This design comes from an exercise in tuning for small area, a short achievable clock period and few clock cycles per item on the open sky130 flow, not from production work.
Function was checked by simulation only, so behaviour that the tests miss may differ from the original.

==> design.v <==
module tone_planner (
    input  wire        clk,
    input  wire        rst,
    input  wire        in_valid,
    output wire        in_ready,     
    input  wire [1:0]  in_kind,      
    input  wire [2:0]  in_code,
    input  wire        in_silent,    
    input  wire [6:0]  in_off,       
    input  wire [3:0]  in_vol,
    input  wire [15:0] in_d,         
    input  wire        in_stacc,
    input  wire        in_endf,      
    output reg         ev_valid,
    input  wire        ev_ready,
    output reg  [1:0]  ev_kind,
    output reg  [2:0]  ev_fault,
    output reg  [15:0] ev_freq,
    output reg         ev_pre,
    output reg  [15:0] ev_top,
    output reg  [15:0] ev_duty,
    output reg  [15:0] ev_timeout
);
    wire adv = !ev_valid || ev_ready;
    reg        r_v;
    reg [1:0]  r_ph;     
    reg [1:0]  r_kind;
    reg [2:0]  r_code;
    reg        r_sil;
    reg [6:0]  r_off;
    reg [3:0]  r_vol;
    reg [13:0] r_fhz;
    reg [15:0] r_d;
    reg        r_st;
    reg        r_endf;
    wire [14:0] r_half  = r_d[15:1];
    wire        r_rest2 = (r_kind == 2'd0) && r_st && (r_half != 15'd0);
    wire [1:0]  r_ph_n  = (r_ph == 2'd0 && r_rest2) ? 2'd1 :
                          (r_ph != 2'd2 && r_endf)  ? 2'd2 : 2'd3;
    wire        r_take  = adv && r_v && (r_ph_n == 2'd3);
    wire        r_free  = !r_v || r_take;
    reg        s_v;
    reg [1:0]  s_kind;
    reg [2:0]  s_code;
    reg        s_sil;
    reg [6:0]  s_off;
    reg [3:0]  s_vol;
    reg [15:0] s_d;
    reg        s_st;
    reg        s_endf;
    assign in_ready = !s_v;
    wire        ld_v    = s_v || in_valid;
    wire [1:0]  ld_kind = s_v ? s_kind : in_kind;
    wire [2:0]  ld_code = s_v ? s_code : in_code;
    wire        ld_sil  = s_v ? s_sil  : in_silent;
    wire [6:0]  ld_off  = s_v ? s_off  : in_off;
    wire [3:0]  ld_vol  = s_v ? s_vol  : in_vol;
    wire [15:0] ld_d    = s_v ? s_d    : in_d;
    wire        ld_st   = s_v ? s_st   : in_stacc;
    wire        ld_endf = s_v ? s_endf : in_endf;
    wire        sil_iss  = (r_ph != 2'd0) || r_sil;
    wire [15:0] d_mul    = r_st ? {1'b0, r_half} : r_d;
    wire [13:0] f_extra  = (r_st && r_d[0]) ? r_fhz : 14'd0;
    wire [15:0] d_silent = (r_ph != 2'd0) ? {1'b0, r_half} :
                           r_st ? ({1'b0, r_half} + {15'd0, r_d[0]}) : r_d;
    reg        x_v;
    reg [1:0]  x_kind;
    reg [2:0]  x_code;
    reg        x_sil;
    reg [6:0]  x_off;
    reg [3:0]  x_vol;
    reg [29:0] x_p;
    wire [15:0] h0 = x_p[25:10];
    wire [20:0] s1 = {1'b0, h0, 4'd0} + {2'b0, h0, 3'd0} + {11'd0, x_p[9:0]};
    wire [10:0] h1 = s1[20:10];
    wire [15:0] s2 = {1'b0, h1, 4'd0} + {2'b0, h1, 3'd0} + {6'd0, s1[9:0]};
    wire        x_ovf = (x_p >= 30'd65536000);
    reg        y_v;
    reg [1:0]  y_kind;
    reg [2:0]  y_code;
    reg        y_sil;
    reg [6:0]  y_off;
    reg [3:0]  y_vol;
    reg        y_ovf;
    reg [15:0] y_hs;     
    reg [15:0] y_s2;
    wire [5:0]  h2 = y_s2[15:10];
    wire [10:0] s3 = {h2, 4'd0} + {1'b0, h2, 3'd0} + {1'b0, y_s2[9:0]};
    wire        h3 = s3[10];
    wire [10:0] s4 = {1'b0, s3[9:0]} + (h3 ? 11'd24 : 11'd0);
    wire        ge = (s4 >= 11'd1000);
    wire [15:0] tmo = y_hs + {10'd0, h2} + {15'd0, h3} + {15'd0, ge};
    reg [32:0] rom;
    always @* begin
        case (y_off)
            7'd0: rom = {16'd33180, 1'b1, 16'd24272};
            7'd1: rom = {16'd33205, 1'b1, 16'd22883};
            7'd2: rom = {16'd33230, 1'b1, 16'd21645};
            7'd3: rom = {16'd33258, 1'b1, 16'd20408};
            7'd4: rom = {16'd33287, 1'b1, 16'd19268};
            7'd5: rom = {16'd33318, 1'b1, 16'd18182};
            7'd6: rom = {16'd33351, 1'b1, 16'd17153};
            7'd7: rom = {16'd33385, 1'b1, 16'd16207};
            7'd8: rom = {16'd33422, 1'b1, 16'd15291};
            7'd9: rom = {16'd33461, 1'b1, 16'd14430};
            7'd10: rom = {16'd33502, 1'b1, 16'd13624};
            7'd11: rom = {16'd33546, 1'b1, 16'd12853};
            7'd12: rom = {16'd33592, 1'b1, 16'd12136};
            7'd13: rom = {16'd33642, 1'b1, 16'd11442};
            7'd14: rom = {16'd33692, 1'b1, 16'd10823};
            7'd15: rom = {16'd33748, 1'b1, 16'd10204};
            7'd16: rom = {16'd33806, 1'b1, 16'd9634};
            7'd17: rom = {16'd33868, 1'b1, 16'd9091};
            7'd18: rom = {16'd33934, 1'b1, 16'd8576};
            7'd19: rom = {16'd34002, 1'b1, 16'd8104};
            7'd20: rom = {16'd34076, 1'b1, 16'd7645};
            7'd21: rom = {16'd34154, 1'b1, 16'd7215};
            7'd22: rom = {16'd34236, 1'b1, 16'd6812};
            7'd23: rom = {16'd34324, 1'b1, 16'd6427};
            7'd24: rom = {16'd165, 1'b1, 16'd6061};
            7'd25: rom = {16'd175, 1'b1, 16'd5714};
            7'd26: rom = {16'd185, 1'b1, 16'd5405};
            7'd27: rom = {16'd196, 1'b1, 16'd5102};
            7'd28: rom = {16'd208, 1'b0, 16'd38462};
            7'd29: rom = {16'd220, 1'b0, 16'd36364};
            7'd30: rom = {16'd233, 1'b0, 16'd34335};
            7'd31: rom = {16'd247, 1'b0, 16'd32389};
            7'd32: rom = {16'd262, 1'b0, 16'd30534};
            7'd33: rom = {16'd277, 1'b0, 16'd28881};
            7'd34: rom = {16'd294, 1'b0, 16'd27211};
            7'd35: rom = {16'd311, 1'b0, 16'd25723};
            7'd36: rom = {16'd330, 1'b0, 16'd24242};
            7'd37: rom = {16'd350, 1'b0, 16'd22857};
            7'd38: rom = {16'd370, 1'b0, 16'd21622};
            7'd39: rom = {16'd392, 1'b0, 16'd20408};
            7'd40: rom = {16'd415, 1'b0, 16'd19277};
            7'd41: rom = {16'd440, 1'b0, 16'd18182};
            7'd42: rom = {16'd466, 1'b0, 16'd17167};
            7'd43: rom = {16'd494, 1'b0, 16'd16194};
            7'd44: rom = {16'd523, 1'b0, 16'd15296};
            7'd45: rom = {16'd554, 1'b0, 16'd14440};
            7'd46: rom = {16'd587, 1'b0, 16'd13629};
            7'd47: rom = {16'd622, 1'b0, 16'd12862};
            7'd48: rom = {16'd659, 1'b0, 16'd12140};
            7'd49: rom = {16'd699, 1'b0, 16'd11445};
            7'd50: rom = {16'd739, 1'b0, 16'd10825};
            7'd51: rom = {16'd784, 1'b0, 16'd10204};
            7'd52: rom = {16'd830, 1'b0, 16'd9639};
            7'd53: rom = {16'd880, 1'b0, 16'd9091};
            7'd54: rom = {16'd933, 1'b0, 16'd8574};
            7'd55: rom = {16'd987, 1'b0, 16'd8105};
            7'd56: rom = {16'd1046, 1'b0, 16'd7648};
            7'd57: rom = {16'd1109, 1'b0, 16'd7214};
            7'd58: rom = {16'd1174, 1'b0, 16'd6814};
            7'd59: rom = {16'd1245, 1'b0, 16'd6426};
            7'd60: rom = {16'd1318, 1'b0, 16'd6070};
            7'd61: rom = {16'd1398, 1'b0, 16'd5722};
            7'd62: rom = {16'd1478, 1'b0, 16'd5413};
            7'd63: rom = {16'd1568, 1'b0, 16'd5102};
            7'd64: rom = {16'd1661, 1'b0, 16'd4816};
            7'd65: rom = {16'd1760, 1'b0, 16'd4545};
            7'd66: rom = {16'd1866, 1'b0, 16'd4287};
            7'd67: rom = {16'd1974, 1'b0, 16'd4053};
            7'd68: rom = {16'd2093, 1'b0, 16'd3822};
            7'd69: rom = {16'd2218, 1'b0, 16'd3607};
            7'd70: rom = {16'd2349, 1'b0, 16'd3406};
            7'd71: rom = {16'd2490, 1'b0, 16'd3213};
            7'd72: rom = {16'd2637, 1'b0, 16'd3034};
            7'd73: rom = {16'd2797, 1'b0, 16'd2860};
            7'd74: rom = {16'd2957, 1'b0, 16'd2705};
            7'd75: rom = {16'd3136, 1'b0, 16'd2551};
            7'd76: rom = {16'd3322, 1'b0, 16'd2408};
            7'd77: rom = {16'd3520, 1'b0, 16'd2273};
            7'd78: rom = {16'd3731, 1'b0, 16'd2144};
            7'd79: rom = {16'd3949, 1'b0, 16'd2026};
            7'd80: rom = {16'd4186, 1'b0, 16'd1911};
            7'd81: rom = {16'd4435, 1'b0, 16'd1804};
            7'd82: rom = {16'd4698, 1'b0, 16'd1703};
            7'd83: rom = {16'd4979, 1'b0, 16'd1607};
            7'd84: rom = {16'd5274, 1'b0, 16'd1517};
            7'd85: rom = {16'd5594, 1'b0, 16'd1430};
            7'd86: rom = {16'd5914, 1'b0, 16'd1353};
            7'd87: rom = {16'd6272, 1'b0, 16'd1276};
            7'd88: rom = {16'd6643, 1'b0, 16'd1204};
            7'd89: rom = {16'd7040, 1'b0, 16'd1136};
            7'd90: rom = {16'd7462, 1'b0, 16'd1072};
            7'd91: rom = {16'd7898, 1'b0, 16'd1013};
            7'd92: rom = {16'd8371, 1'b0, 16'd956};
            7'd93: rom = {16'd8870, 1'b0, 16'd902};
            7'd94: rom = {16'd9395, 1'b0, 16'd852};
            7'd95: rom = {16'd9958, 1'b0, 16'd803};
            default: rom = 33'd0;
        endcase
    end
    reg [13:0] ld_fhz;
    always @* begin
        case (ld_off)
            7'd0: ld_fhz = 14'd41;
            7'd1: ld_fhz = 14'd44;
            7'd2: ld_fhz = 14'd46;
            7'd3: ld_fhz = 14'd49;
            7'd4: ld_fhz = 14'd52;
            7'd5: ld_fhz = 14'd55;
            7'd6: ld_fhz = 14'd58;
            7'd7: ld_fhz = 14'd62;
            7'd8: ld_fhz = 14'd65;
            7'd9: ld_fhz = 14'd69;
            7'd10: ld_fhz = 14'd73;
            7'd11: ld_fhz = 14'd78;
            7'd12: ld_fhz = 14'd82;
            7'd13: ld_fhz = 14'd87;
            7'd14: ld_fhz = 14'd92;
            7'd15: ld_fhz = 14'd98;
            7'd16: ld_fhz = 14'd104;
            7'd17: ld_fhz = 14'd110;
            7'd18: ld_fhz = 14'd117;
            7'd19: ld_fhz = 14'd123;
            7'd20: ld_fhz = 14'd131;
            7'd21: ld_fhz = 14'd139;
            7'd22: ld_fhz = 14'd147;
            7'd23: ld_fhz = 14'd156;
            7'd24: ld_fhz = 14'd165;
            7'd25: ld_fhz = 14'd175;
            7'd26: ld_fhz = 14'd185;
            7'd27: ld_fhz = 14'd196;
            7'd28: ld_fhz = 14'd208;
            7'd29: ld_fhz = 14'd220;
            7'd30: ld_fhz = 14'd233;
            7'd31: ld_fhz = 14'd247;
            7'd32: ld_fhz = 14'd262;
            7'd33: ld_fhz = 14'd277;
            7'd34: ld_fhz = 14'd294;
            7'd35: ld_fhz = 14'd311;
            7'd36: ld_fhz = 14'd330;
            7'd37: ld_fhz = 14'd350;
            7'd38: ld_fhz = 14'd370;
            7'd39: ld_fhz = 14'd392;
            7'd40: ld_fhz = 14'd415;
            7'd41: ld_fhz = 14'd440;
            7'd42: ld_fhz = 14'd466;
            7'd43: ld_fhz = 14'd494;
            7'd44: ld_fhz = 14'd523;
            7'd45: ld_fhz = 14'd554;
            7'd46: ld_fhz = 14'd587;
            7'd47: ld_fhz = 14'd622;
            7'd48: ld_fhz = 14'd659;
            7'd49: ld_fhz = 14'd699;
            7'd50: ld_fhz = 14'd739;
            7'd51: ld_fhz = 14'd784;
            7'd52: ld_fhz = 14'd830;
            7'd53: ld_fhz = 14'd880;
            7'd54: ld_fhz = 14'd933;
            7'd55: ld_fhz = 14'd987;
            7'd56: ld_fhz = 14'd1046;
            7'd57: ld_fhz = 14'd1109;
            7'd58: ld_fhz = 14'd1174;
            7'd59: ld_fhz = 14'd1245;
            7'd60: ld_fhz = 14'd1318;
            7'd61: ld_fhz = 14'd1398;
            7'd62: ld_fhz = 14'd1478;
            7'd63: ld_fhz = 14'd1568;
            7'd64: ld_fhz = 14'd1661;
            7'd65: ld_fhz = 14'd1760;
            7'd66: ld_fhz = 14'd1866;
            7'd67: ld_fhz = 14'd1974;
            7'd68: ld_fhz = 14'd2093;
            7'd69: ld_fhz = 14'd2218;
            7'd70: ld_fhz = 14'd2349;
            7'd71: ld_fhz = 14'd2490;
            7'd72: ld_fhz = 14'd2637;
            7'd73: ld_fhz = 14'd2797;
            7'd74: ld_fhz = 14'd2957;
            7'd75: ld_fhz = 14'd3136;
            7'd76: ld_fhz = 14'd3322;
            7'd77: ld_fhz = 14'd3520;
            7'd78: ld_fhz = 14'd3731;
            7'd79: ld_fhz = 14'd3949;
            7'd80: ld_fhz = 14'd4186;
            7'd81: ld_fhz = 14'd4435;
            7'd82: ld_fhz = 14'd4698;
            7'd83: ld_fhz = 14'd4979;
            7'd84: ld_fhz = 14'd5274;
            7'd85: ld_fhz = 14'd5594;
            7'd86: ld_fhz = 14'd5914;
            7'd87: ld_fhz = 14'd6272;
            7'd88: ld_fhz = 14'd6643;
            7'd89: ld_fhz = 14'd7040;
            7'd90: ld_fhz = 14'd7462;
            7'd91: ld_fhz = 14'd7898;
            7'd92: ld_fhz = 14'd8371;
            7'd93: ld_fhz = 14'd8870;
            7'd94: ld_fhz = 14'd9395;
            7'd95: ld_fhz = 14'd9958;
            default: ld_fhz = 14'd0;
        endcase
    end
    wire [15:0] top = rom[15:0];
    wire [31:0] top_v = {16'd0, top} << y_vol;
    reg dead;    
    always @(posedge clk) begin
        if (rst) begin
            r_v      <= 1'b0;
            r_ph     <= 2'd0;
            s_v      <= 1'b0;
            x_v      <= 1'b0;
            y_v      <= 1'b0;
            ev_valid <= 1'b0;
            dead     <= 1'b0;
            ev_kind  <= 2'd0;
            ev_fault <= 3'd0;
        end else begin
            if (adv) begin
                x_v <= r_v;
                if (r_v) begin
                    x_kind <= (r_ph == 2'd2) ? 2'd1 : r_kind;
                    x_code <= r_code;
                    x_sil  <= sil_iss;
                    x_off  <= r_off;
                    x_vol  <= r_vol;
                    x_p    <= sil_iss ? {14'd0, d_silent} : (d_mul * r_fhz + {16'd0, f_extra});
                    if (r_ph_n == 2'd3) begin
                        r_v  <= 1'b0;
                        r_ph <= 2'd0;
                    end else
                        r_ph <= r_ph_n;
                end
                y_v <= x_v;
                if (x_v) begin
                    y_kind <= x_kind;
                    y_code <= x_code;
                    y_sil  <= x_sil;
                    y_off  <= x_off;
                    y_vol  <= x_vol;
                    y_ovf  <= x_ovf && !x_sil;
                    y_hs   <= x_sil ? x_p[15:0] : (h0 + {5'd0, h1});
                    y_s2   <= x_sil ? 16'd0 : s2;
                end
                ev_valid <= y_v && !dead;
                if (y_v && !dead) begin
                    if (y_kind == 2'd0 && y_ovf) begin
                        ev_kind  <= 2'd2;
                        ev_fault <= 3'd4;
                        dead     <= 1'b1;
                    end else begin
                        ev_kind  <= y_kind;
                        ev_fault <= y_code;
                        if (y_kind == 2'd2) dead <= 1'b1;
                    end
                    ev_freq    <= y_sil ? 16'd1000 : rom[32:17];
                    ev_pre     <= y_sil ? 1'b0 : rom[16];
                    ev_top     <= y_sil ? 16'd8000 : top;
                    ev_duty    <= y_sil ? 16'd0 : top_v[31:16];
                    ev_timeout <= tmo;
                end
            end
            if (ld_v && r_free) begin
                r_v    <= 1'b1;
                r_ph   <= 2'd0;
                r_endf <= ld_endf;
                r_kind <= ld_kind;
                r_code <= ld_code;
                r_sil  <= ld_sil;
                r_off  <= ld_off;
                r_vol  <= ld_vol;
                r_fhz  <= ld_fhz;
                r_d    <= ld_d;
                r_st   <= ld_st;
            end
            if (s_v) begin
                if (r_free) s_v <= 1'b0;
            end else if (in_valid && !r_free) begin
                s_v    <= 1'b1;
                s_endf <= in_endf;
                s_kind <= in_kind;
                s_code <= in_code;
                s_sil  <= in_silent;
                s_off  <= in_off;
                s_vol  <= in_vol;
                s_d    <= in_d;
                s_st   <= in_stacc;
            end
        end
    end
endmodule
module score_player (
    input  wire        clk,
    input  wire        rst,
    input  wire        start_valid,
    output wire        start_ready,
    input  wire [15:0] start_base,
    input  wire [15:0] start_len,
    output wire [15:0] mem_addr,
    input  wire [7:0]  mem_data,
    output wire        ev_valid,
    input  wire        ev_ready,
    output wire [1:0]  ev_kind,      
    output wire [2:0]  ev_fault,     
    output wire [15:0] ev_freq,
    output wire        ev_pre,
    output wire [15:0] ev_top,
    output wire [15:0] ev_duty,
    output wire [15:0] ev_timeout
);
    localparam [3:0] P_IDLE = 4'd0,    
                     P_TOK  = 4'd1,    
                     P_M    = 4'd2,    
                     P_NUM  = 4'd3,    
                     P_ACCP = 4'd4,    
                     P_ACCM = 4'd5,    
                     P_NUMD = 4'd6,    
                     P_DOT  = 4'd7,    
                     P_DIV  = 4'd8,    
                     P_DIVF = 4'd9,    
                     P_ENDW = 4'd11,   
                     P_HALT = 4'd12;   
    localparam [1:0] N_O = 2'd0, N_T = 2'd1, N_L = 2'd2, N_V = 2'd3;
    localparam [1:0] D_L = 2'd0, D_T1 = 2'd1, D_T2 = 2'd2, D_D = 2'd3;
    localparam [1:0] EV_TONE = 2'd0, EV_END = 2'd1, EV_FAULT = 2'd2;
    reg [3:0]  pst;
    reg [15:0] addr;
    reg [15:0] rem;
    reg [19:0] oct12;
    reg [15:0] nt;
    reg [15:0] whole;
    reg [15:0] dur;
    reg [3:0]  vol;
    reg        stacc;
    reg signed [21:0] t12;
    reg [3:0]  pc;
    reg        is_rest;
    reg [15:0] num;
    reg [1:0]  nop;
    reg [15:0] d;
    reg [15:0] add;
    reg [3:0]  dcnt;
    reg [1:0]  dop;
    assign mem_addr = addr;
    wire [7:0] raw = (rem == 16'd0) ? 8'h00 : mem_data;
    wire [7:0] c   = (raw >= 8'h41 && raw <= 8'h5A) ? (raw | 8'h20) : raw;
    wire c_sp    = (c == 8'h20);
    wire c_dig   = (c >= 8'h30 && c <= 8'h39);
    wire c_plus  = (c == 8'h2B) || (c == 8'h23);
    wire c_minus = (c == 8'h2D);
    wire c_dot   = (c == 8'h2E);
    wire [19:0] num10   = {1'b0, num, 3'b000} + {3'b000, num, 1'b0};
    wire [4:0]  num_lo  = {1'b0, num10[3:0]} + {1'b0, c[3:0]};
    wire [15:0] num_hi1 = num10[19:4] + 16'd1;
    wire [19:0] num_nx  = {num_lo[4] ? num_hi1 : num10[19:4], num_lo[3:0]};
    wire        num_ovf = (num10[19:16] != 4'd0) || (num_lo[4] && num10[15:4] == 12'hFFF);
    wire [19:0] num12   = {1'b0, num, 3'b000} + {2'b00, num, 2'b00};
    wire [19:0] q10;
    wire [15:0] sh_src  = (pst == P_DIVF) ? nt : num;
    wire [15:0] sh_in   = (pst == P_DIVF) ? q10[15:0] : whole;
    wire        sh_pow2 = (sh_src != 16'd0) && ((sh_src & (sh_src - 16'd1)) == 16'd0);
    wire [3:0]  sh_amt;
    assign sh_amt[0] = |(sh_src & 16'hAAAA);
    assign sh_amt[1] = |(sh_src & 16'hCCCC);
    assign sh_amt[2] = |(sh_src & 16'hF0F0);
    assign sh_amt[3] = |(sh_src & 16'hFF00);
    wire [15:0] sh_out  = sh_in >> sh_amt;
    wire [15:0] dv_b   = (dop == D_T2) ? nt : num;
    wire [16:0] dv_sh  = {add, d[15]};
    wire [16:0] dv_sub = dv_sh - {1'b0, dv_b};
    wire        dv_ge  = !dv_sub[16];
    assign q10 = {1'b0, d, 3'b000} + {3'b000, d, 1'b0};
    wire signed [21:0] idx = t12 + {18'd0, pc};
    wire [6:0] n_off = (idx < 22'sd16)  ? 7'd0 :
                       (idx > 22'sd111) ? 7'd95 : (idx[6:0] - 7'd16);
    wire        rec_ready;
    reg         push;
    reg  [1:0]  r_kind;
    reg  [2:0]  r_code;
    reg  [15:0] r_d;
    reg         r_endf;
    reg [3:0]  pst_n;
    reg [15:0] addr_n, rem_n;
    reg [19:0] oct12_n;
    reg [15:0] nt_n, whole_n, dur_n;
    reg [3:0]  vol_n;
    reg        stacc_n;
    reg signed [21:0] t12_n;
    reg [3:0]  pc_n;
    reg        is_rest_n;
    reg [15:0] num_n;
    reg [1:0]  nop_n;
    reg [15:0] d_n, add_n;
    reg [3:0]  dcnt_n;
    reg [1:0]  dop_n;
    reg        adv;
    reg        tok_go, tok_after_note, dot_go;
    reg signed [21:0] tok_t;
    reg [15:0] dot_d, dot_a;
    reg [16:0] dot_sum;
    always @* begin
        pst_n = pst; addr_n = addr; rem_n = rem;
        oct12_n = oct12; nt_n = nt; whole_n = whole; dur_n = dur;
        vol_n = vol; stacc_n = stacc;
        t12_n = t12; pc_n = pc; is_rest_n = is_rest; num_n = num; nop_n = nop;
        d_n = d; add_n = add; dcnt_n = dcnt; dop_n = dop;
        adv = 1'b0;
        push = 1'b0; r_kind = EV_TONE; r_code = 3'd0; r_d = d; r_endf = 1'b0;
        tok_go = 1'b0; tok_after_note = 1'b0; tok_t = t12;
        dot_go = 1'b0; dot_d = d; dot_a = add;
        dot_sum = 17'd0;
        case (pst)
            P_IDLE: begin
                if (start_valid) begin
                    addr_n = start_base;
                    rem_n  = start_len;
                    t12_n  = {2'b00, oct12};
                    pst_n  = P_TOK;
                end
            end
            P_TOK: begin
                tok_go = 1'b1;
            end
            P_M: begin
                adv = 1'b1;
                if (!c_sp) begin
                    stacc_n = (c != 8'h6C);
                    pst_n   = P_TOK;
                end
            end
            P_NUM: begin
                if (c_sp) begin
                    adv = 1'b1;
                end else if (c_dig) begin
                    if (num_ovf) begin
                        push = 1'b1; r_kind = EV_FAULT; r_code = 3'd1; pst_n = P_HALT;
                    end else begin
                        num_n = num_nx[15:0];
                        adv   = 1'b1;
                    end
                end else begin
                    case (nop)
                        N_O: begin
                            oct12_n = num12;
                            tok_go  = 1'b1;
                            tok_t   = {2'b00, num12};
                        end
                        N_V: begin
                            vol_n  = (num > 16'd15) ? 4'd15 : num[3:0];
                            tok_go = 1'b1;
                        end
                        N_L: begin
                            if (num == 16'd0) begin
                                push = 1'b1; r_kind = EV_FAULT; r_code = 3'd2; pst_n = P_HALT;
                            end else begin
                                nt_n = num;
                                if (sh_pow2) begin
                                    dur_n  = sh_out;
                                    tok_go = 1'b1;
                                end else begin
                                    d_n = whole; add_n = 16'd0; dcnt_n = 4'd0; dop_n = D_L;
                                    pst_n = P_DIV;
                                end
                            end
                        end
                        default: begin  
                            if (num == 16'd0) begin
                                push = 1'b1; r_kind = EV_FAULT; r_code = 3'd2; pst_n = P_HALT;
                            end else if (num < 16'd4) begin
                                push = 1'b1; r_kind = EV_FAULT; r_code = 3'd3; pst_n = P_HALT;
                            end else begin
                                dop_n = D_T1;
                                pst_n = P_DIV;
                                if (num >= 16'd94) begin
                                    d_n = 16'hC000; add_n = 16'd93; dcnt_n = 4'd8;
                                end else if (num >= 16'd12) begin
                                    d_n = 16'hB800; add_n = 16'd11; dcnt_n = 4'd5;
                                end else begin
                                    d_n = 16'hEE00; add_n = 16'd2; dcnt_n = 4'd3;
                                end
                            end
                        end
                    endcase
                end
            end
            P_ACCP, P_ACCM: begin
                if (c_sp) begin
                    adv = 1'b1;
                end else if (c_plus && pst == P_ACCP) begin
                    t12_n = t12 + 22'sd1;
                    adv   = 1'b1;
                end else if (c_minus) begin
                    t12_n = t12 - 22'sd1;
                    adv   = 1'b1;
                    pst_n = P_ACCM;
                end else if (c_dig) begin
                    num_n = {12'd0, c[3:0]};
                    adv   = 1'b1;
                    pst_n = P_NUMD;
                end else begin
                    dot_go = 1'b1;
                    dot_d  = dur;
                    dot_a  = {1'b0, dur[15:1]};
                end
            end
            P_NUMD: begin
                if (c_sp) begin
                    adv = 1'b1;
                end else if (c_dig) begin
                    if (num_ovf) begin
                        push = 1'b1; r_kind = EV_FAULT; r_code = 3'd1; pst_n = P_HALT;
                    end else begin
                        num_n = num_nx[15:0];
                        adv   = 1'b1;
                    end
                end else if (num == 16'd0) begin
                    push = 1'b1; r_kind = EV_FAULT; r_code = 3'd2; pst_n = P_HALT;
                end else if (sh_pow2) begin
                    dot_go = 1'b1;
                    dot_d  = sh_out;
                    dot_a  = {1'b0, sh_out[15:1]};
                end else begin
                    d_n = whole; add_n = 16'd0; dcnt_n = 4'd0; dop_n = D_D;
                    pst_n = P_DIV;
                end
            end
            P_DOT: begin
                if (c_sp) adv = 1'b1;
                else dot_go = 1'b1;
            end
            P_DIV: begin
                d_n    = {d[14:0], dv_ge};
                add_n  = dv_ge ? dv_sub[15:0] : dv_sh[15:0];
                dcnt_n = dcnt + 4'd1;
                if (dcnt == 4'd15) pst_n = P_DIVF;
            end
            P_DIVF: begin
                case (dop)
                    D_L, D_T2: begin
                        dur_n = d;
                        pst_n = P_TOK;
                    end
                    D_T1: begin
                        whole_n = q10[15:0];
                        if (sh_pow2) begin
                            dur_n = sh_out;
                            pst_n = P_TOK;
                        end else begin
                            d_n = q10[15:0]; add_n = 16'd0; dcnt_n = 4'd0; dop_n = D_T2;
                            pst_n = P_DIV;
                        end
                    end
                    default: begin  
                        add_n = {1'b0, d[15:1]};
                        pst_n = P_DOT;
                    end
                endcase
            end
            P_ENDW: begin
                if (ev_valid && ev_ready && ev_kind == EV_END) pst_n = P_IDLE;
            end
            default: ;  
        endcase
        if (dot_go) begin
            dot_sum = {1'b0, dot_d} + {1'b0, dot_a};
            if (c_dot) begin
                if (dot_sum[16]) begin
                    push = 1'b1; r_kind = EV_FAULT; r_code = 3'd3; pst_n = P_HALT;
                end else begin
                    d_n   = dot_sum[15:0];
                    add_n = {1'b0, dot_a[15:1]};
                    adv   = 1'b1;
                    pst_n = P_DOT;
                end
            end else begin
                push = 1'b1; r_kind = EV_TONE; r_d = dot_d;
                tok_go = 1'b1;
                tok_after_note = 1'b1;
                tok_t = {2'b00, oct12};
            end
        end
        if (tok_go) begin
            t12_n = tok_t;
            pst_n = P_TOK;
            adv   = 1'b1;
            if (!c_sp) begin
                case (c)
                    8'h3E: t12_n = tok_t + 22'sd12;                  
                    8'h3C: t12_n = tok_t - 22'sd12;                  
                    8'h6F: begin num_n = 16'd0; nop_n = N_O; pst_n = P_NUM; end
                    8'h74: begin num_n = 16'd0; nop_n = N_T; pst_n = P_NUM; end
                    8'h6C: begin num_n = 16'd0; nop_n = N_L; pst_n = P_NUM; end
                    8'h76: begin num_n = 16'd0; nop_n = N_V; pst_n = P_NUM; end
                    8'h6D: pst_n = P_M;
                    8'h21: begin                                     
                        oct12_n = 20'd48;
                        whole_n = 16'd2000;
                        nt_n    = 16'd4;
                        dur_n   = 16'd500;
                        vol_n   = 4'd15;
                        stacc_n = 1'b0;
                        t12_n   = 22'sd48;
                    end
                    8'h61, 8'h62, 8'h63, 8'h64, 8'h65, 8'h66, 8'h67, 8'h72: begin
                        case (c[2:0])
                            3'd1: pc_n = 4'd9;    
                            3'd2: pc_n = 4'd11;   
                            3'd3: pc_n = 4'd0;    
                            3'd4: pc_n = 4'd2;    
                            3'd5: pc_n = 4'd4;    
                            3'd6: pc_n = 4'd5;    
                            default: pc_n = 4'd7;  
                        endcase
                        is_rest_n = (c == 8'h72);
                        pst_n = P_ACCP;
                    end
                    default: begin                                   
                        pst_n = P_ENDW;
                        if (tok_after_note) r_endf = 1'b1;    
                        else begin
                            push = 1'b1; r_kind = EV_END;
                        end
                    end
                endcase
            end
        end
        if (adv && rem != 16'd0) begin
            addr_n = addr + 16'd1;
            rem_n  = rem - 16'd1;
        end
    end
    wire stall = !rec_ready;    
    always @(posedge clk) begin
        if (rst) begin
            pst   <= P_IDLE;
            oct12 <= 20'd48;
            nt    <= 16'd4;
            whole <= 16'd2000;
            dur   <= 16'd500;
            vol   <= 4'd15;
            stacc <= 1'b0;
        end else if (!stall) begin
            pst   <= pst_n;
            oct12 <= oct12_n;
            nt    <= nt_n;
            whole <= whole_n;
            dur   <= dur_n;
            vol   <= vol_n;
            stacc <= stacc_n;
        end
        if (!stall) begin
            addr    <= addr_n;
            rem     <= rem_n;
            t12     <= t12_n;
            pc      <= pc_n;
            is_rest <= is_rest_n;
            num     <= num_n;
            nop     <= nop_n;
            d       <= d_n;
            add     <= add_n;
            dcnt    <= dcnt_n;
            dop     <= dop_n;
        end
    end
    assign start_ready = (pst == P_IDLE);
    tone_planner u_plan (
        .clk       (clk),
        .rst       (rst),
        .in_valid  (push),
        .in_ready  (rec_ready),
        .in_kind   (r_kind),
        .in_code   (r_code),
        .in_silent (is_rest || vol == 4'd0),
        .in_off    (n_off),
        .in_vol    (vol),
        .in_d      (r_d),
        .in_stacc  (stacc),
        .in_endf   (r_endf),
        .ev_valid  (ev_valid),
        .ev_ready  (ev_ready),
        .ev_kind   (ev_kind),
        .ev_fault  (ev_fault),
        .ev_freq   (ev_freq),
        .ev_pre    (ev_pre),
        .ev_top    (ev_top),
        .ev_duty   (ev_duty),
        .ev_timeout(ev_timeout)
    );
endmodule
==> run.sh <==
#!/bin/bash
# synth_recipe.tcl (not shown) runs the flow's synth.tcl, then flattens the netlist and writes it again
# the make line also repeats each setting of config.mk as NAME=value (left out here)
make -C /OpenROAD-flow-scripts/flow DESIGN_CONFIG=/design/flow/config.mk WORK_HOME=/design/flow/orfs CLKGATE_MAP_FILE= SYNTH_SCRIPT=/design/flow/synth_recipe.tcl finish
==> config.mk <==
export PLATFORM = sky130hd
export DESIGN_NAME = score_player
export DESIGN_NICKNAME = score_player
export VERILOG_FILES = /design/flow/design.v
export SDC_FILE = /design/flow/constraint.sdc
export NUM_CORES = 4
export LEC_CHECK = 0
export CAP_MARGIN = 20
export CORE_MARGIN = 2
export CORE_UTILIZATION = 40
export SETUP_SLACK_MARGIN = 5
export SLEW_MARGIN = 20
==> constraint.sdc <==
create_clock -name core_clock -period 12.0 [get_ports {clk}]
set_input_delay 2.4000 -clock core_clock [delete_from_list [all_inputs] [get_ports {clk}]]
set_output_delay 2.4000 -clock core_clock [all_outputs]
set_load 0.01 [all_outputs]
==> impl_metrics.toml, run 1 <==
[run_status]
status = "no timing/DRC/antenna violations"

[critical_path]
endpoint_kind = "register"
crit_fanout = 7
reg2reg_slack_ps = 4900
r2r_end = "u_plan.x_p[28]"
slowest_stage = "fa_2"
required_ps = 12390
rr_startpoint = "u_plan.r_st"
cpPeakStageDelay_ps = 570
path_common_cell = "fa_2"
arrival_ps = 7490
ff2ff_path_depth = 26
critPathLaunchType = "register"
crit_type = "register to register"

[worst_hold_path]
hp-start = "u_plan.x_code[1]"
hold_depth = 0
hold_path_end = "u_plan.y_code[1]"
min_path_type = "register to register"

[floorplanning]
start_util_pct = 40.27
core_mm2 = 0.1142
rows = 124
pin_count = 132
fp.dieH_um = 343.1
die_area_mm2 = 0.1177
die_w_um = 343.1

[grt]
grt_max_degree = 88
grt_pass1_wl_mm = 236.0
grt_pass1_vias = 39550
antenna_found_initial = 3
grt_use_total_pct = 25.38
grt-ovfl-total = 0

[routing]
drtPass1Iterations = 9
vias = 42430
first_iter_violations = 3988
drc = 0
viasPerCell = 5.972
wire_per_inst_um = 22.06
ant_nets = 0
wl_mm = 156.7

[timing]
rsz0062_at_grt = "true"
max_freq_ghz = 0.1409
setup_tns_ps = 0
setup_viol = 0
fin_hold_ws_ps = 422.4
worstMarginPinSlew_ps = 1026
max_slew_margin_pct = 31.57
min_period_over_period_pct = 59.15
finalHoldViolCount = 0
worst_clock_skew_ps = 49.58
drv_slew = 0
min_period_ps = 7098

[final_layout]
layout-drive-gt1-share_pct = 12.12
layout.nets = 6158
layout_commonest_cell = "nand2_1"
fillCellCount = 11160
num_antenna_cells = 0
areaGrowthSynthToFinish_pct = 16.03
design_area_mm2 = 0.05336
final_core_util_pct = 46.73
final_cell_mix = "nand2_1 (657), nor2_1 (475), a21oi_1 (377)"

[synth]
synth_compound_area_share_pct = 21.05
muxShareOfSynthArea_pct = 2.811
yosysTopAreaCell = "edfxtp_1"
synth_top_flop_cell = "edfxtp_1"
async_flop_share_pct = 0
synth-seq-cells = 474
synth_area_leaders = "edfxtp_1 (23%), ha_1 (9.7%), fa_1 (9.2%)"
yosys.area.top_type_share_pct = 22.99
syn_area_per_cell_um2 = 8.487
synthXorXnorAreaFrac_pct = 4.400
synth_area_mm2 = 0.04598
synth-seq-area-share_pct = 28.30
synthSimpleGateAreaFrac_pct = 18.82
synth-edff-count = 352
ys_warn_count = 2
synth_top_family_by_area = "compound AO/OA/AOI/OAI gates"
syn_inst = 5418
synth_adder_area_share_pct = 19.04
ys_types = 109

[cts]
cts_tree = "yes"
numCtsBuffers = 56
cts_buffer_depth = 3
insertion_delay_ps = 670
cts_root_buf = "clkbuf_16"
clkTransAtPathRegs_ps = 60
clkSinkCount = 474
htree_levels = 2

[place]
place.port_buffers = 129
placed_area_mm2 = 0.04868
gp_congestion = 0.9522
dp_hpwl_mm = 109.9

[flow_run]
drv_cap = 0
synthesized netlist by cell type (all sizes together), types with 31 or more instances:
cell type and instances:
a21oi 395, edfxtp 352, a31oi 66, xnor2 151
nand2b 48, o22ai 39, o21a 31, dfxtp 122
a221oi 32, a22oi 72, o31ai 38, inv 335
or2 37, nor3 121, and2 107, nor2 497
ha 358, nor4 35, o21bai 49, fa 212
clkbuf 263, a21o 81, o21ai 362, and3 46
o211ai 33, nor2b 58, nand3 128, buf 61
xor2 80, mux2i 56, mux2 65, a211oi 55
nand2 669
final cells by class:
cell class	count	area, µm²	share of cell area (%)
flip-flops and latches	474	13030	24.42
multi-input cells	4291	31520	59.08
clock inverters	33	364.1	0.6824
repair buffers	384	3732	6.995
inverters	337	1270	2.380
clock buffers	73	1546	2.898
well taps	1512	1892	3.546
metrics by stage:
| stage | std cells | setup slack [ps] |
|---|---|---|
| 4_1_cts | 7019 | 5000 |
| 5_1_grt | 7104 | 4696 |
| 6_report | 7104 | 4902 |
| 3_5_place_dp | 6809 | 2555 |
| 2_1_floorplan | 5419 | 4303 |
| 3_3_place_gp | 6809 | 2622 |
worst max-delay path, delay by kind of cell (launching register included):
kind / cells / cell delay, ps
adders and majority gates: 7 / 3310
and+or+nand+nor: 4 / 820
DFF: 1 / 370
AOI/OAI and AO/OA: 6 / 1340
xor gates and xnor gates: 1 / 160
buffers and inverters: 8 / 810
worst max-delay path by stage:
| stage | slack (ps) | depth (start not counted) | to | start |
|---|---|---|---|---|
| detailed placement | 2550 | 23 | rem[2] | mem_data[2] |
| global route | 4700 | 26 | u_plan.x_p[28] | u_plan.r_st |
| floorplan | 4300 | 24 | addr[0] | mem_data[7] |
| finish | 4900 | 26 | u_plan.x_p[28] | u_plan.r_st |
| CTS | 5000 | 33 | rem[14] | d[0] |
| global placement | 2620 | 25 | rem[4] | mem_data[2] |
layer usage:
metal / up-vias / global-route usage [%] / wire length (µm)
li1: 19720 / - / -
met1: 20610 / 35.82 / 69240
met2: 1762 / 40.14 / 70540
met3: 324 / 3.441 / 11480
met4: 4 / 8.115 / 5395
met5: - / 0 / 28
state kept, by name (all words and copies together), names as in the netlist, 15 cells and up:
register and count:
u_plan.r_d 16, num 16, whole 16, rem 16
add 16, u_plan.ev_top 16, dur 16, u_plan.ev_freq 15
oct12 20, u_plan.ev_duty 15, u_plan.y_hs 16, d 16
t12 22, u_plan.rom 32, addr 16, nt 16
u_plan.x_p 30, u_plan.s_d 16, u_plan.ev_timeout 16
cell families after synthesis:
group | Yosys count
adders and majority gates | 573
AOI/OAI and AO/OA | 1494
buffers and inverters | 661
other | 1
xor gates and xnor gates | 231
muxes | 121
DFF | 474
and+or+nand+nor | 1863
repair_timing:
item / in CTS / in global routing
gates resized for setup: 158 / 141
hold buffers: 0 / 0
pin swaps: 39 / 93
endpoints found under the setup margin: 212 / 212
setup buffers: 89 / 76
cloned: 15 / 9
Testbench counts, summed over its fixed seeds: cycles 14,869, events 6,327.
==> run 2: changes to the inputs <==
--- a/design.v
+++ b/design.v
@@ -59,9 +59,36 @@
     wire        ld_st   = s_v ? s_st   : in_stacc;
     wire        ld_endf = s_v ? s_endf : in_endf;
-    wire        sil_iss  = (r_ph != 2'd0) || r_sil;
-    wire [15:0] d_mul    = r_st ? {1'b0, r_half} : r_d;
-    wire [13:0] f_extra  = (r_st && r_d[0]) ? r_fhz : 14'd0;
-    wire [15:0] d_silent = (r_ph != 2'd0) ? {1'b0, r_half} :
-                           r_st ? ({1'b0, r_half} + {15'd0, r_d[0]}) : r_d;
+    wire        sil_iss = (r_ph != 2'd0) || r_sil;
+    wire [15:0] d_mul   = r_st ? {1'b0, r_half} : r_d;
+    wire [13:0] f_eff   = sil_iss ? 14'd1 : r_fhz;
+    wire [13:0] f_extra = (r_st && r_d[0] && r_ph == 2'd0) ? f_eff : 14'd0;
+    wire [29:0] pp [0:14];
+    genvar g;
+    generate
+        for (g = 0; g < 14; g = g + 1) begin : g_pp
+            assign pp[g] = f_eff[g] ? ({14'd0, d_mul} << g) : 30'd0;
+        end
+    endgenerate
+    assign pp[14] = {16'd0, f_extra};
+    wire [29:0] a1s0, a1c0, a1s1, a1c1, a1s2, a1c2, a1s3, a1c3, a1s4, a1c4;
+    tp_csa #(30) u_a10 (pp[0],  pp[1],  pp[2],  a1s0, a1c0);
+    tp_csa #(30) u_a11 (pp[3],  pp[4],  pp[5],  a1s1, a1c1);
+    tp_csa #(30) u_a12 (pp[6],  pp[7],  pp[8],  a1s2, a1c2);
+    tp_csa #(30) u_a13 (pp[9],  pp[10], pp[11], a1s3, a1c3);
+    tp_csa #(30) u_a14 (pp[12], pp[13], pp[14], a1s4, a1c4);
+    wire [29:0] a2s0, a2c0, a2s1, a2c1, a2s2, a2c2;
+    tp_csa #(30) u_a20 (a1s0, a1c0, a1s1, a2s0, a2c0);
+    tp_csa #(30) u_a21 (a1c1, a1s2, a1c2, a2s1, a2c1);
+    tp_csa #(30) u_a22 (a1s3, a1c3, a1s4, a2s2, a2c2);
+    wire [29:0] a3s0, a3c0, a3s1, a3c1;
+    tp_csa #(30) u_a30 (a2s0, a2c0, a2s1, a3s0, a3c0);
+    tp_csa #(30) u_a31 (a2c1, a2s2, a2c2, a3s1, a3c1);
+    wire [29:0] a4s0, a4c0;
+    tp_csa #(30) u_a40 (a3s0, a3c0, a3s1, a4s0, a4c0);
+    wire [29:0] a5s0, a5c0;
+    tp_csa #(30) u_a50 (a4s0, a4c0, a3c1, a5s0, a5c0);
+    wire [29:0] a6s0, a6c0;
+    tp_csa #(30) u_a60 (a5s0, a5c0, a1c4, a6s0, a6c0);
+    wire [29:0] prod = a6s0 + a6c0;
     reg        x_v;
     reg [1:0]  x_kind;
@@ -72,8 +99,13 @@
     reg [29:0] x_p;
     wire [15:0] h0 = x_p[25:10];
-    wire [20:0] s1 = {1'b0, h0, 4'd0} + {2'b0, h0, 3'd0} + {11'd0, x_p[9:0]};
+    wire [20:0] s1a, s1b;
+    tp_csa #(21) u_s1 ({1'b0, h0, 4'd0}, {2'b0, h0, 3'd0}, {11'd0, x_p[9:0]}, s1a, s1b);
+    wire [20:0] s1 = s1a + s1b;
     wire [10:0] h1 = s1[20:10];
-    wire [15:0] s2 = {1'b0, h1, 4'd0} + {2'b0, h1, 3'd0} + {6'd0, s1[9:0]};
-    wire        x_ovf = (x_p >= 30'd65536000);
+    wire [15:0] s2a, s2b;
+    tp_csa #(16) u_s2 ({1'b0, h1, 4'd0}, {2'b0, h1, 3'd0}, {6'd0, s1[9:0]}, s2a, s2b);
+    wire [15:0] s2 = s2a + s2b;
+    wire [13:0] ph = x_p[29:16];
+    wire        x_ovf = (|ph[13:10]) || ((&ph[9:5]) && (ph[4] || ph[3]));
     reg        y_v;
     reg [1:0]  y_kind;
@@ -83,5 +115,6 @@
     reg [3:0]  y_vol;
     reg        y_ovf;
-    reg [15:0] y_hs;     
+    reg [15:0] y_h0;     
+    reg [10:0] y_h1;
     reg [15:0] y_s2;
     wire [5:0]  h2 = y_s2[15:10];
@@ -89,6 +122,10 @@
     wire        h3 = s3[10];
     wire [10:0] s4 = {1'b0, s3[9:0]} + (h3 ? 11'd24 : 11'd0);
-    wire        ge = (s4 >= 11'd1000);
-    wire [15:0] tmo = y_hs + {10'd0, h2} + {15'd0, h3} + {15'd0, ge};
+    wire        ge = s4[10] || ((&s4[9:5]) && (s4[4] || s4[3]));    
+    wire [15:0] ta, tb;
+    wire [15:0] t3a, t3b;
+    tp_csa #(16) u_t1 (y_h0, {5'd0, y_h1}, {10'd0, h2}, t3a, t3b);
+    tp_csa #(16) u_t2 (t3a, t3b, {14'd0, h3 & ge, h3 ^ ge}, ta, tb);
+    wire [15:0] tmo = ta + tb;
     reg [32:0] rom;
     always @* begin
@@ -318,5 +355,5 @@
                     x_off  <= r_off;
                     x_vol  <= r_vol;
-                    x_p    <= sil_iss ? {14'd0, d_silent} : (d_mul * r_fhz + {16'd0, f_extra});
+                    x_p    <= prod;
                     if (r_ph_n == 2'd3) begin
                         r_v  <= 1'b0;
@@ -333,5 +370,6 @@
                     y_vol  <= x_vol;
                     y_ovf  <= x_ovf && !x_sil;
-                    y_hs   <= x_sil ? x_p[15:0] : (h0 + {5'd0, h1});
+                    y_h0   <= x_sil ? x_p[15:0] : h0;
+                    y_h1   <= x_sil ? 11'd0 : h1;
                     y_s2   <= x_sil ? 16'd0 : s2;
                 end
@@ -383,4 +421,15 @@
     end
 endmodule
+module tp_csa #(parameter W = 16) (
+    input  wire [W-1:0] a,
+    input  wire [W-1:0] b,
+    input  wire [W-1:0] c,
+    output wire [W-1:0] s,
+    output wire [W-1:0] cy
+);
+    wire [W-1:0] m = (a & b) | (a & c) | (b & c);
+    assign s  = a ^ b ^ c;
+    assign cy = {m[W-2:0], 1'b0};
+endmodule
 module score_player (
     input  wire        clk,
@@ -412,6 +461,6 @@
                      P_DIV  = 4'd8,    
                      P_DIVF = 4'd9,    
-                     P_ENDW = 4'd11,   
-                     P_HALT = 4'd12;   
+                     P_ENDW = 4'd10,   
+                     P_HALT = 4'd11;   
     localparam [1:0] N_O = 2'd0, N_T = 2'd1, N_L = 2'd2, N_V = 2'd3;
     localparam [1:0] D_L = 2'd0, D_T1 = 2'd1, D_T2 = 2'd2, D_D = 2'd3;
@@ -420,5 +469,5 @@
     reg [15:0] addr;
     reg [15:0] rem;
-    reg [19:0] oct12;
+    reg [15:0] octave;
     reg [15:0] nt;
     reg [15:0] whole;
@@ -426,6 +475,6 @@
     reg [3:0]  vol;
     reg        stacc;
-    reg signed [21:0] t12;
-    reg [3:0]  pc;
+    reg [17:0] tmp;      
+    reg [17:0] acc;      
     reg        is_rest;
     reg [15:0] num;
@@ -435,6 +484,8 @@
     reg [3:0]  dcnt;
     reg [1:0]  dop;
+    integer i;
     assign mem_addr = addr;
-    wire [7:0] raw = (rem == 16'd0) ? 8'h00 : mem_data;
+    wire       at_end = (rem == 16'd0);
+    wire [7:0] raw = at_end ? 8'h00 : mem_data;
     wire [7:0] c   = (raw >= 8'h41 && raw <= 8'h5A) ? (raw | 8'h20) : raw;
     wire c_sp    = (c == 8'h20);
@@ -443,14 +494,76 @@
     wire c_minus = (c == 8'h2D);
     wire c_dot   = (c == 8'h2E);
-    wire [19:0] num10   = {1'b0, num, 3'b000} + {3'b000, num, 1'b0};
+    wire c_oct   = (c == 8'h3E) || (c == 8'h3C);    
+    reg [15:0] addr_inc, rem_dec;
+    reg [17:0] src_inc, src_dec, acc_inc, acc_dec;
+    reg        cy_a, cy_r, cy_si, cy_sd, cy_ai, cy_ad;
+    wire [17:0] tok_src = (pst == P_TOK) ? tmp :
+                          (pst == P_NUM) ? ((nop == N_O) ? {2'b00, num} : tmp) :
+                          {2'b00, octave};
+    always @* begin
+        cy_a = 1'b1; cy_r = 1'b1;
+        for (i = 0; i < 16; i = i + 1) begin
+            addr_inc[i] = addr[i] ^ cy_a;  cy_a = cy_a & addr[i];
+            rem_dec[i]  = rem[i] ^ cy_r;   cy_r = cy_r & ~rem[i];
+        end
+        cy_si = 1'b1; cy_sd = 1'b1; cy_ai = 1'b1; cy_ad = 1'b1;
+        for (i = 0; i < 18; i = i + 1) begin
+            src_inc[i] = tok_src[i] ^ cy_si;  cy_si = cy_si & tok_src[i];
+            src_dec[i] = tok_src[i] ^ cy_sd;  cy_sd = cy_sd & ~tok_src[i];
+            acc_inc[i] = acc[i] ^ cy_ai;      cy_ai = cy_ai & acc[i];
+            acc_dec[i] = acc[i] ^ cy_ad;      cy_ad = cy_ad & ~acc[i];
+        end
+    end
+    wire [15:0] dv_b = (dop == D_T2) ? nt : num;
+    reg  [19:0] sa_a, sa_b;
+    reg         sa_ci;
+    always @* begin
+        sa_ci = 1'b0;
+        case (pst)
+            P_NUM, P_NUMD: begin
+                sa_a = {1'b0, num, 3'b000};
+                sa_b = {3'b000, num, 1'b0};
+            end
+            P_ACCP, P_ACCM: begin
+                sa_a = {4'd0, dur};
+                sa_b = {5'd0, dur[15:1]};
+            end
+            P_DIV: begin
+                sa_a  = {3'd0, add, d[15]};
+                sa_b  = {3'd0, ~{1'b0, dv_b}};
+                sa_ci = 1'b1;
+            end
+            P_DIVF: begin
+                sa_a = {1'b0, d, 3'b000};
+                sa_b = {3'b000, d, 1'b0};
+            end
+            default: begin  
+                sa_a = {4'd0, d};
+                sa_b = {4'd0, add};
+            end
+        endcase
+    end
+    wire [19:0] sa = sa_a + sa_b + {19'd0, sa_ci};
+    wire [19:0] num10   = sa;
     wire [4:0]  num_lo  = {1'b0, num10[3:0]} + {1'b0, c[3:0]};
     wire [15:0] num_hi1 = num10[19:4] + 16'd1;
     wire [19:0] num_nx  = {num_lo[4] ? num_hi1 : num10[19:4], num_lo[3:0]};
     wire        num_ovf = (num10[19:16] != 4'd0) || (num_lo[4] && num10[15:4] == 12'hFFF);
-    wire [19:0] num12   = {1'b0, num, 3'b000} + {2'b00, num, 2'b00};
-    wire [19:0] q10;
-    wire [15:0] sh_src  = (pst == P_DIVF) ? nt : num;
-    wire [15:0] sh_in   = (pst == P_DIVF) ? q10[15:0] : whole;
-    wire        sh_pow2 = (sh_src != 16'd0) && ((sh_src & (sh_src - 16'd1)) == 16'd0);
+    wire        num_z   = (num == 16'd0);
+    wire [16:0] dot_sum = sa[16:0];
+    wire [16:0] dv_sh = {add, d[15]};
+    wire        dv_ge = sa[17];
+    wire [15:0] q10   = sa[15:0];
+    wire [15:0] sh_src = (pst == P_DIVF) ? nt : num;
+    wire [15:0] sh_in  = (pst == P_DIVF) ? q10 : whole;
+    reg         sh_any, sh_two;
+    always @* begin
+        sh_any = 1'b0; sh_two = 1'b0;
+        for (i = 0; i < 16; i = i + 1) begin
+            sh_two = sh_two | (sh_any & sh_src[i]);
+            sh_any = sh_any | sh_src[i];
+        end
+    end
+    wire        sh_pow2 = sh_any && !sh_two;
     wire [3:0]  sh_amt;
     assign sh_amt[0] = |(sh_src & 16'hAAAA);
@@ -458,13 +571,9 @@
     assign sh_amt[2] = |(sh_src & 16'hF0F0);
     assign sh_amt[3] = |(sh_src & 16'hFF00);
-    wire [15:0] sh_out  = sh_in >> sh_amt;
-    wire [15:0] dv_b   = (dop == D_T2) ? nt : num;
-    wire [16:0] dv_sh  = {add, d[15]};
-    wire [16:0] dv_sub = dv_sh - {1'b0, dv_b};
-    wire        dv_ge  = !dv_sub[16];
-    assign q10 = {1'b0, d, 3'b000} + {3'b000, d, 1'b0};
-    wire signed [21:0] idx = t12 + {18'd0, pc};
-    wire [6:0] n_off = (idx < 22'sd16)  ? 7'd0 :
-                       (idx > 22'sd111) ? 7'd95 : (idx[6:0] - 7'd16);
+    wire [15:0] sh_out = sh_in >> sh_amt;
+    wire [21:0] idx_m16 = {tmp[17], tmp, 3'b000} + {{2{tmp[17]}}, tmp, 2'b00} +
+                          {{4{acc[17]}}, acc} - 22'd16;
+    wire [6:0]  n_off = idx_m16[21] ? 7'd0 :
+                        ((|idx_m16[20:7]) || idx_m16[6:0] > 7'd95) ? 7'd95 : idx_m16[6:0];
     wire        rec_ready;
     reg         push;
@@ -475,10 +584,9 @@
     reg [3:0]  pst_n;
     reg [15:0] addr_n, rem_n;
-    reg [19:0] oct12_n;
+    reg [15:0] octave_n;
     reg [15:0] nt_n, whole_n, dur_n;
     reg [3:0]  vol_n;
     reg        stacc_n;
-    reg signed [21:0] t12_n;
-    reg [3:0]  pc_n;
+    reg [17:0] tmp_n, acc_n;
     reg        is_rest_n;
     reg [15:0] num_n;
@@ -488,19 +596,16 @@
     reg [1:0]  dop_n;
     reg        adv;
-    reg        tok_go, tok_after_note, dot_go;
-    reg signed [21:0] tok_t;
-    reg [15:0] dot_d, dot_a;
-    reg [16:0] dot_sum;
+    reg        tok_go, tok_after_note, tok_after_o, dot_go;
+    reg [15:0] dot_d;
     always @* begin
         pst_n = pst; addr_n = addr; rem_n = rem;
-        oct12_n = oct12; nt_n = nt; whole_n = whole; dur_n = dur;
+        octave_n = octave; nt_n = nt; whole_n = whole; dur_n = dur;
         vol_n = vol; stacc_n = stacc;
-        t12_n = t12; pc_n = pc; is_rest_n = is_rest; num_n = num; nop_n = nop;
+        tmp_n = tmp; acc_n = acc; is_rest_n = is_rest; num_n = num; nop_n = nop;
         d_n = d; add_n = add; dcnt_n = dcnt; dop_n = dop;
         adv = 1'b0;
         push = 1'b0; r_kind = EV_TONE; r_code = 3'd0; r_d = d; r_endf = 1'b0;
-        tok_go = 1'b0; tok_after_note = 1'b0; tok_t = t12;
-        dot_go = 1'b0; dot_d = d; dot_a = add;
-        dot_sum = 17'd0;
+        tok_go = 1'b0; tok_after_note = 1'b0; tok_after_o = 1'b0;
+        dot_go = 1'b0; dot_d = d;
         case (pst)
             P_IDLE: begin
@@ -508,5 +613,5 @@
                     addr_n = start_base;
                     rem_n  = start_len;
-                    t12_n  = {2'b00, oct12};
+                    tmp_n  = {2'b00, octave};
                     pst_n  = P_TOK;
                 end
@@ -535,14 +640,15 @@
                     case (nop)
                         N_O: begin
-                            oct12_n = num12;
-                            tok_go  = 1'b1;
-                            tok_t   = {2'b00, num12};
+                            octave_n = num;
+                            tmp_n    = {2'b00, num};
+                            tok_go   = 1'b1;
+                            tok_after_o = 1'b1;
                         end
                         N_V: begin
-                            vol_n  = (num > 16'd15) ? 4'd15 : num[3:0];
+                            vol_n  = (|num[15:4]) ? 4'd15 : num[3:0];
                             tok_go = 1'b1;
                         end
                         N_L: begin
-                            if (num == 16'd0) begin
+                            if (num_z) begin
                                 push = 1'b1; r_kind = EV_FAULT; r_code = 3'd2; pst_n = P_HALT;
                             end else begin
@@ -558,14 +664,16 @@
                         end
                         default: begin  
-                            if (num == 16'd0) begin
+                            if (num_z) begin
                                 push = 1'b1; r_kind = EV_FAULT; r_code = 3'd2; pst_n = P_HALT;
-                            end else if (num < 16'd4) begin
+                            end else if (!(|num[15:2])) begin
                                 push = 1'b1; r_kind = EV_FAULT; r_code = 3'd3; pst_n = P_HALT;
                             end else begin
                                 dop_n = D_T1;
                                 pst_n = P_DIV;
-                                if (num >= 16'd94) begin
+                                if (|num[15:7]) begin
                                     d_n = 16'hC000; add_n = 16'd93; dcnt_n = 4'd8;
-                                end else if (num >= 16'd12) begin
+                                end else if (num[6]) begin
+                                    d_n = 16'hE000; add_n = 16'd46; dcnt_n = 4'd7;
+                                end else if (|num[5:4]) begin
                                     d_n = 16'hB800; add_n = 16'd11; dcnt_n = 4'd5;
                                 end else begin
@@ -581,8 +689,8 @@
                     adv = 1'b1;
                 end else if (c_plus && pst == P_ACCP) begin
-                    t12_n = t12 + 22'sd1;
+                    acc_n = acc_inc;
                     adv   = 1'b1;
                 end else if (c_minus) begin
-                    t12_n = t12 - 22'sd1;
+                    acc_n = acc_dec;
                     adv   = 1'b1;
                     pst_n = P_ACCM;
@@ -594,5 +702,4 @@
                     dot_go = 1'b1;
                     dot_d  = dur;
-                    dot_a  = {1'b0, dur[15:1]};
                 end
             end
@@ -607,13 +714,16 @@
                         adv   = 1'b1;
                     end
-                end else if (num == 16'd0) begin
+                end else if (num_z) begin
                     push = 1'b1; r_kind = EV_FAULT; r_code = 3'd2; pst_n = P_HALT;
-                end else if (sh_pow2) begin
-                    dot_go = 1'b1;
-                    dot_d  = sh_out;
-                    dot_a  = {1'b0, sh_out[15:1]};
-                end else begin
+                end else if (!sh_pow2) begin
                     d_n = whole; add_n = 16'd0; dcnt_n = 4'd0; dop_n = D_D;
                     pst_n = P_DIV;
+                end else if (c_dot) begin
+                    d_n   = sh_out;
+                    add_n = {1'b0, sh_out[15:1]};
+                    pst_n = P_DOT;
+                end else begin
+                    dot_go = 1'b1;
+                    dot_d  = sh_out;
                 end
             end
@@ -624,29 +734,29 @@
             P_DIV: begin
                 d_n    = {d[14:0], dv_ge};
-                add_n  = dv_ge ? dv_sub[15:0] : dv_sh[15:0];
+                add_n  = dv_ge ? sa[15:0] : dv_sh[15:0];
                 dcnt_n = dcnt + 4'd1;
-                if (dcnt == 4'd15) pst_n = P_DIVF;
-            end
-            P_DIVF: begin
-                case (dop)
-                    D_L, D_T2: begin
-                        dur_n = d;
-                        pst_n = P_TOK;
-                    end
-                    D_T1: begin
-                        whole_n = q10[15:0];
-                        if (sh_pow2) begin
-                            dur_n = sh_out;
+                if (dcnt == 4'd15) begin
+                    case (dop)
+                        D_L, D_T2: begin
+                            dur_n = {d[14:0], dv_ge};
                             pst_n = P_TOK;
-                        end else begin
-                            d_n = q10[15:0]; add_n = 16'd0; dcnt_n = 4'd0; dop_n = D_T2;
-                            pst_n = P_DIV;
                         end
-                    end
-                    default: begin  
-                        add_n = {1'b0, d[15:1]};
-                        pst_n = P_DOT;
-                    end
-                endcase
+                        D_T1: pst_n = P_DIVF;
+                        default: begin  
+                            add_n = {1'b0, d[14:0]};
+                            pst_n = P_DOT;
+                        end
+                    endcase
+                end
+            end
+            P_DIVF: begin
+                whole_n = q10;
+                if (sh_pow2) begin
+                    dur_n = sh_out;
+                    pst_n = P_TOK;
+                end else begin
+                    d_n = q10; add_n = 16'd0; dcnt_n = 4'd0; dop_n = D_T2;
+                    pst_n = P_DIV;
+                end
             end
             P_ENDW: begin
@@ -656,5 +766,4 @@
         endcase
         if (dot_go) begin
-            dot_sum = {1'b0, dot_d} + {1'b0, dot_a};
             if (c_dot) begin
                 if (dot_sum[16]) begin
@@ -662,5 +771,5 @@
                 end else begin
                     d_n   = dot_sum[15:0];
-                    add_n = {1'b0, dot_a[15:1]};
+                    add_n = {1'b0, ((pst == P_DOT) ? add[15:1] : dur[15:2])};
                     adv   = 1'b1;
                     pst_n = P_DOT;
@@ -670,15 +779,16 @@
                 tok_go = 1'b1;
                 tok_after_note = 1'b1;
-                tok_t = {2'b00, oct12};
+                tmp_n = {2'b00, octave};
             end
         end
         if (tok_go) begin
-            t12_n = tok_t;
             pst_n = P_TOK;
             adv   = 1'b1;
             if (!c_sp) begin
                 case (c)
-                    8'h3E: t12_n = tok_t + 22'sd12;                  
-                    8'h3C: t12_n = tok_t - 22'sd12;                  
+                    8'h3E, 8'h3C: begin                              
+                        if (tok_after_o) adv = 1'b0;                
+                        else tmp_n = c[1] ? src_inc : src_dec;
+                    end
                     8'h6F: begin num_n = 16'd0; nop_n = N_O; pst_n = P_NUM; end
                     8'h74: begin num_n = 16'd0; nop_n = N_T; pst_n = P_NUM; end
@@ -687,21 +797,21 @@
                     8'h6D: pst_n = P_M;
                     8'h21: begin                                     
-                        oct12_n = 20'd48;
-                        whole_n = 16'd2000;
-                        nt_n    = 16'd4;
-                        dur_n   = 16'd500;
-                        vol_n   = 4'd15;
-                        stacc_n = 1'b0;
-                        t12_n   = 22'sd48;
+                        octave_n = 16'd4;
+                        whole_n  = 16'd2000;
+                        nt_n     = 16'd4;
+                        dur_n    = 16'd500;
+                        vol_n    = 4'd15;
+                        stacc_n  = 1'b0;
+                        tmp_n    = 18'd4;
                     end
                     8'h61, 8'h62, 8'h63, 8'h64, 8'h65, 8'h66, 8'h67, 8'h72: begin
                         case (c[2:0])
-                            3'd1: pc_n = 4'd9;    
-                            3'd2: pc_n = 4'd11;   
-                            3'd3: pc_n = 4'd0;    
-                            3'd4: pc_n = 4'd2;    
-                            3'd5: pc_n = 4'd4;    
-                            3'd6: pc_n = 4'd5;    
-                            default: pc_n = 4'd7;  
+                            3'd1: acc_n = 18'd9;    
+                            3'd2: acc_n = 18'd11;   
+                            3'd3: acc_n = 18'd0;    
+                            3'd4: acc_n = 18'd2;    
+                            3'd5: acc_n = 18'd4;    
+                            3'd6: acc_n = 18'd5;    
+                            default: acc_n = 18'd7;  
                         endcase
                         is_rest_n = (c == 8'h72);
@@ -718,7 +828,7 @@
             end
         end
-        if (adv && rem != 16'd0) begin
-            addr_n = addr + 16'd1;
-            rem_n  = rem - 16'd1;
+        if (adv && !at_end) begin
+            addr_n = addr_inc;
+            rem_n  = rem_dec;
         end
     end
@@ -726,25 +836,25 @@
     always @(posedge clk) begin
         if (rst) begin
-            pst   <= P_IDLE;
-            oct12 <= 20'd48;
-            nt    <= 16'd4;
-            whole <= 16'd2000;
-            dur   <= 16'd500;
-            vol   <= 4'd15;
-            stacc <= 1'b0;
+            pst    <= P_IDLE;
+            octave <= 16'd4;
+            nt     <= 16'd4;
+            whole  <= 16'd2000;
+            dur    <= 16'd500;
+            vol    <= 4'd15;
+            stacc  <= 1'b0;
         end else if (!stall) begin
-            pst   <= pst_n;
-            oct12 <= oct12_n;
-            nt    <= nt_n;
-            whole <= whole_n;
-            dur   <= dur_n;
-            vol   <= vol_n;
-            stacc <= stacc_n;
+            pst    <= pst_n;
+            octave <= octave_n;
+            nt     <= nt_n;
+            whole  <= whole_n;
+            dur    <= dur_n;
+            vol    <= vol_n;
+            stacc  <= stacc_n;
         end
         if (!stall) begin
             addr    <= addr_n;
             rem     <= rem_n;
-            t12     <= t12_n;
-            pc      <= pc_n;
+            tmp     <= tmp_n;
+            acc     <= acc_n;
             is_rest <= is_rest_n;
             num     <= num_n;
@@ -760,5 +870,5 @@
         .clk       (clk),
         .rst       (rst),
-        .in_valid  (push),
+        .in_valid  (push && !stall),
         .in_ready  (rec_ready),
         .in_kind   (r_kind),
==> run 2 against run 1 <==
Still clean on timing, DRC and antenna; routed wire length up 2.5%; via count down 0.32%; critical endpoint is now d[4]; register-to-register slack better by 130 ps; core utilization down 1.4 points; global-route usage up 1.1 points; final cell count down 2.3%; sequential share of layout area up 1.7 points.
==> impl_metrics.toml, run 2 <==
[final_layout]
final_cells = 6938
layout-drive-gt1-share_pct = 9.253
layout.nets = 5982
largest_reg_flops = 32
fillCellCount = 11140
layout_commonest_cell = "nor2_1"
areaGrowthSynthToFinish_pct = 12.22

[routing]
viasPerCell = 6.095
vias = 42290
first_iter_violations = 5164

[cts]
cts_buffer_depth = 3
cts_hold_buf = 0
numCtsBuffers = 59
insertion_delay_ps = 700
cts_tree = "yes"

[floorplanning]
core_mm2 = 0.1145
rows = 124
pin_count = 132

[timing]
setup_viol = 0
worstMarginPinSlew_ps = 1206
max_slew_margin_pct = 19.27
max_freq_ghz = 0.1436
min_period_ps = 6966
fin_ws_ps = 5034
min_period_over_period_pct = 58.05

[synth]
ys_types = 116
synth-edff-count = 373
ys_warn_count = 2
yosys.area.top_type_share_pct = 24.21
syn_inst = 5399
ys_top_cells_by_count = "nor2_1 (695), nand2_1 (499), inv_1 (439)"
synth_area_leaders = "edfxtp_1 (24%), fa_1 (10%), ha_1 (9.0%)"
async_flop_share_pct = 0
post-synth-top-count-cell = "nor2_1"

[grt]
grt_pass1_wl_mm = 243.3
grt_max_degree = 83
grt-ovfl-total = 0

[flow_run]
drv_cap = 0

[critical_path]
ff2ff_path_depth = 17
required_ps = 12550
critPathLaunchType = "register"

[run_status]
status = "no timing/DRC/antenna violations"

[worst_hold_path]
min_path_type = "register to register"
hp-start = "u_plan.r_vol[2]"
-- run 2: cell types whose count changed in the layout (fill, tap and decap cells not counted), sizes merged, moves of 68 or more --
| cell | delta |
|---|---|
| a21oi | -78 |
| and2 | -73 |
| buf | -112 |
| inv | +114 |
| nand2 | -170 |
| nor2 | +198 |
| xnor2 | -68 |
-- run 2: how the worst max path moves through the flow --
stage | start | to | slack [ps] | depth (start not counted)
CTS | u_plan.r_ph[1] | u_plan.x_p[28] | 5020 | 24
detailed placement | pst[1] | u_plan.s_off[6] | 3920 | 22
floorplan | pst[1] | u_plan.s_code[0] | 5050 | 24
global placement | u_plan.r_st | u_plan.x_p[28] | 4180 | 19
finish | pst[3] | d[4] | 5030 | 17
global route | u_plan.y_s2[10] | u_plan.ev_timeout[15] | 4910 | 32
-- run 2: critical path, stage by stage, from the launching register on --
cell and delay [ps]:
dfxtp_1 300, buf_4 340, and4bb_2 500, buf_4 670
a221oi_1 290, a21oi_1 320, ha_1 380, a211oi_2 340
o21bai_1 190, a221oi_4 370, a21o_1 290, xnor2_1 320
o211ai_1 250, or2_2 370, a311oi_1 800, nor2_1 190
a211oi_1 670, a211o_1 190
-- run 2: stage by stage --
step / instance area [µm²]
2_1_floorplan: 46320
3_3_place_gp: 49010
3_5_place_dp: 49010
4_1_cts: 51430
5_1_grt: 51920
6_report: 51920
-- run 2: cells by family after synthesis --
logic type	after synthesis	share of synthesized area (%)
AOI/OAI and AO/OA	1451	20.96
xor gates and xnor gates	111	2.101
adders and majority gates	565	19.04
buffers and inverters	805	6.756
DFF	491	29.32
muxes	162	3.746
other	1	0.008106
and+or+nand+nor	1813	18.07
-- run 2: final cells by class --
type	instances	area [µm²]	share of cell area, %
Multi-Input combinational cell	4105	30190	58.16
Sequential cell	491	13570	26.15
Timing Repair Buffer	272	2467	4.753
Tap cell	1512	1892	3.644
Clock buffer	80	1774	3.417
Inverter	445	1673	3.222
Clock inverter	32	339.1	0.6531
Antenna cell	1	2.502	0.004820
-- run 2: per-layer routing --
layer / share of wire [%] / GRT usage (%) / vias to the layer above / wire length, µm
met5: 0.0075 / 0 / - / 12
met4: 5.8 / 13.38 / 2 / 9348
met3: 8.9 / 4.249 / 479 / 14280
met2: 44 / 41.50 / 2229 / 70740
met1: 41 / 35.33 / 20240 / 66160
li1: - / - / 19340 / -
-- run 2: repair_timing --
action / CTS / global route
cloned: 1 / 1
endpoints found under the setup margin: 192 / 192
pin swaps: 11 / 14
setup buffers: 15 / 20
gates resized for setup: 43 / 74
Testbench counts of run 2, summed over its fixed seeds: cycles 15,113, events 6,327.

## separate check: timing with driven ports
How much do the figures lean on ideal ports? The routed layouts below were timed once more, with nothing changed but the port constraints.
Step 1: set_driving_cell puts a clkbuf_16 on clk and a buf_2 on each other input, an assumption about the parent block.
Step 2 moves the port delays by t, midway between the first and last clock arrival at a register: inputs arrive t later, outputs are due t later. That takes back most of the time a late clock gives input paths.
Three values: ideal, step 1, step 2; two values: the first two.
run	shift t [ns]	setup WS [ns]	clock arrival spread, ns	cell pins on the clock port's net
run 1	0.720	4.902 / 4.902 / 4.289	0.050 / 0.049	1
run 2	0.746	5.034 / 5.034 / 4.438	0.050 / 0.050	1
After both steps every run listed still meets setup and hold. The setup slack of run 1, which loses most, moves by 0.000 ns with the drivers and by -0.613 ns with both steps.
